From an optimization exercise on the open Yosys and OpenROAD flow, aimed at small area; shortcuts taken in it are not production practice.
In this exercise RTL edits were held to simulation tests only and were not proved equivalent to the original.
Power figures rest on the tool's default switching activity, not on a simulated workload.

Setup of onyx:
==> flow/design.v (excerpt) <==
module ivt_remote_core (
  input  wire        clk,
  input  wire        rst,           
  input  wire        req_valid,
  output wire        req_ready,
  input  wire [31:0] req_word,
  output wire        resp_valid,
  output wire [31:0] resp_stat,
  output wire [31:0] resp_result,
  input  wire [9:0]  pk_addr,
  output wire [7:0]  pk_data
);
  localparam [3:0] OP_REV    = 4'h1;
  localparam [3:0] OP_ENCT   = 4'h2;
  localparam [3:0] OP_ENCF   = 4'h3;
  localparam [3:0] OP_ENCP   = 4'h4;
  localparam [3:0] OP_ENCI   = 4'h5;
  localparam [3:0] OP_PCLR   = 4'h6;
  localparam [3:0] OP_PXOR   = 4'h7;
  localparam [3:0] OP_PFOLD  = 4'h8;
  localparam [3:0] OP_BUILD  = 4'h9;
  localparam [3:0] OP_ENCODE = 4'hA;
  localparam [3:0] OP_SEND   = 4'hB;
  localparam [3:0] OP_FWR    = 4'hC;
  localparam [3:0] OP_FRD    = 4'hD;
  localparam [3:0] OP_PRD    = 4'hE;
  localparam [3:0] C_NONE         = 4'h0;
  localparam [3:0] C_PWR_MISSING  = 4'h1;
  localparam [3:0] C_PWR_CONFLICT = 4'h2;
  localparam [3:0] C_TEMP_MISSING = 4'h3;
  localparam [3:0] C_TEMP_RANGE   = 4'h4;
  localparam [3:0] C_FAN_MISSING  = 4'h5;
  localparam [3:0] C_FAN_UNRECOG  = 4'h6;
  localparam [3:0] C_REV_WIDTH    = 4'h8;
  localparam [3:0] C_INDEX_RANGE  = 4'h9;
  localparam [3:0] C_UNWRITTEN    = 4'hA;
  localparam [3:0] C_RSVD         = 4'hB;
  localparam [3:0] C_ILLEGAL_OP   = 4'hC;
  reg  [3:0]   cnt;         
  reg  [7:0]   fd [0:12];   
  reg  [12:0]  fv;          
  reg  [7:0]   pd [0:12];   
  reg          pv;
  reg  [7:0]   pacc;
  reg  [3:0]   cause;       
  reg          serr;
  reg  [7:0]   res;         
  reg          res_p;       
  reg          resp;        
  reg          cpy;         
  reg          armed;       
  wire [3:0] cnt_nx = (cnt == 4'd12) ? 4'd0 : cnt + 4'd1;   
  wire [12:0] fv_log;
  genvar gb;
  generate
    for (gb = 0; gb < 13; gb = gb + 1) begin : g_fv
      assign fv_log[gb] = fv[12 - gb];    
    end
  endgenerate
  wire   err         = |cause;
  assign req_ready   = armed & (cnt == 4'd11);
  assign resp_valid  = resp;
  assign resp_stat   = {12'd0, serr | err, fv_log, pv, cause, err};
  assign resp_result = {20'd0,
                        res_p & res[4], res_p & ~res[7],
                        res_p & (res[4] | res[3]), res_p & ~res[4],
                        res};
  ...
Size: about 8700 sq um of cells after synthesis.
export LEC_CHECK = 0
export ABC_AREA = 1
export CAP_MARGIN = 20
export CORE_MARGIN = 2
export CORE_UTILIZATION = 40
export SLEW_MARGIN = 20
create_clock -name core_clock -period 10.0 [get_ports {clk}]
standard.sh (not shown) runs the stock make flow with config.mk's settings and CLKGATE_MAP_FILE= SYNTH_SCRIPT=/design/flow/synth_recipe.tcl, a recipe that flattens the netlist after the stock synthesis.
==> flow/flow/run.sh <==
#!/bin/bash
# Own layout flow: the standard flow (standard.sh) with three changes in
# how the layout is made:
#  - synthesis maps the logic with an area-oriented ABC script
#    (flow/abc_area.script, used in place of ORFS's abc_area.script; the
#    rest of the synthesis, and so every register and its name, is the
#    standard one);
#  - port buffering uses the smallest buffer cell (every port still gets
#    its buffer);
#  - clock tree synthesis uses the options in flow/cts_args.txt.
# Each step's full output goes to a log file in this folder (synth.log,
# layout.log); ORFS's own per-step logs stay under orfs/logs/.
set -euo pipefail
W=$(pwd)

rm -rf "$W/scripts_area"
cp -r "$FLOW_HOME/scripts" "$W/scripts_area"
cp "$W/flow/abc_area.script" "$W/scripts_area/abc_area.script"

SCRIPTS_DIR="$W/scripts_area" bash "$W/standard.sh" synth > "$W/synth.log" 2>&1

export BUFFER_PORTS_ARGS="-buffer_cell sky130_fd_sc_hd__buf_1"
if [[ -s "$W/flow/cts_args.txt" ]]; then
  export CTS_ARGS="$(cat "$W/flow/cts_args.txt")"
fi
bash "$W/standard.sh" > "$W/layout.log" 2>&1
==> flow/flow/abc_area.script <==
strash
&get -n
&st
&b
&dch
&nf -R 1000 -p -F 8 -A 4 -a
&put
==> flow/flow/cts_args.txt <==
-sink_clustering_enable -repair_clock_nets -dont_use_dummy_load -buf_list sky130_fd_sc_hd__clkbuf_2 -sink_buffer_max_cap_derate 1.0
onyx: PASS, flow complete, no timing, DRC or antenna violations
### onyx -> amber
==> flow/flow/cts_args.txt <==
-sink_clustering_enable -repair_clock_nets -dont_use_dummy_load -buf_list sky130_fd_sc_hd__clkbuf_2
- Comparing onyx against amber, there is no change at all in sequential element share of the synthesized area.
- onyx and amber ended up with roughly the same met2 usage.
- Count of input and output buffers: onyx vs amber identical
- Number of antenna violations at the first check in global routing came out exactly the same in amber and onyx.
- Taking onyx as the reference, in amber maximum frequency from static timing analysis barely changed; fraction of standard cell area in multi-input logic held steady; internal cell power did not really move; multi-input gate count ~0 delta.
Changes in xenon relative to amber:
-- flow/flow/abc_area.script --
<<< amber, line 4
>>> xenon, line 4
&deepsyn -T 60
[summary]
When xenon is set beside amber, its routing usage on met2 turns out to be 0.58 points larger. Height of the die (lower): xenon. Lower fmax was reported by xenon, not amber.

========
Setup of yarrow:
ivt_remote_core, a different RTL version from the one above (not shown whole).
Size in the first run: ~840 cells after synthesis, ~250 flip-flops.
==> flow/config.mk <==
export PLATFORM = sky130hd
export DESIGN_NAME = ivt_remote_core
export DESIGN_NICKNAME = ivt_remote_core
export VERILOG_FILES = /design/flow/design.v
export SDC_FILE = /design/flow/constraint.sdc
export NUM_CORES = 4
export LEC_CHECK = 0
export ABC_AREA = 1
export CAP_MARGIN = 20
export CORE_MARGIN = 2
export CORE_UTILIZATION = 40
export SLEW_MARGIN = 20
==> flow/constraint.sdc <==
create_clock -name core_clock -period 10.0 [get_ports {clk}]
set_input_delay 2.0000 -clock core_clock [delete_from_list [all_inputs] [get_ports {clk}]]
set_output_delay 2.0000 -clock core_clock [all_outputs]
set_load 0.01 [all_outputs]
==> flow/flow/abc_area.script <==
strash
&get -n
&st
&b
&dch
&nf -R 1000 -p -F 8 -A 4 -a
&put
==> flow/flow/cts_args.txt <==
-sink_clustering_enable -repair_clock_nets -dont_use_dummy_load -buf_list sky130_fd_sc_hd__clkbuf_8
Scripts as last shown in full above: flow/flow/run.sh
The following lists how sierra was set up differently from yarrow:
==> flow/flow/cts_args.txt <==
-sink_clustering_enable -repair_clock_nets -dont_use_dummy_load -buf_list sky130_fd_sc_hd__clkbuf_4
Findings:
Area fraction of clock buffers and clock inverters sits lower in sierra than in yarrow.
Total power delta (sierra − yarrow): favourable
Ratio of final minimum period to clock period: sierra > yarrow
Cmp sierra vs yarrow: part of the total power dissipated in combinational logic higher in sierra
First-iteration DRC count was lower in yarrow than in sierra.
Global-route usage (lower): yarrow
Against yarrow, sierra comes in 130 um lower on amount of wire on met3 after detailed routing.
In the tables for sierra and yarrow, number of clock buffers in the layout reads higher with sierra.
The higher shortest period the worst path allows of sierra and yarrow is in sierra.

-- what the ideal ports hide --
No port has a modelled driver above. Below, the same layouts with a new extraction and two added sets of constraints.
Step 1, drivers: a clkbuf_16 drives clk and a buf_2 each remaining input, both assumed.
Step 2 moves the port delays by t, midway between the first and last clock arrival at a register: inputs arrive t later, outputs are due t later. That takes back most of the time a late clock gives input paths.
Slacks: no drivers / after step 1 / after step 2; pairs: no drivers / after step 1.
| run | shift t [ns] | setup slack, ns | cell pins on the clock port's net |
|---|---|---|---|
| onyx | 0.769 | 1.861 / 1.837 / 1.837 | 1 |
| amber | 0.769 | 1.861 / 1.837 / 1.837 | 1 |
| xenon | 0.812 | 1.697 / 1.673 / 1.673 | 1 |
| yarrow | 0.542 | 1.738 / 1.712 / 1.712 | 1 |
| sierra | 0.683 | 1.711 / 1.685 / 1.685 | 1 |
After both steps every run listed still meets setup and hold.
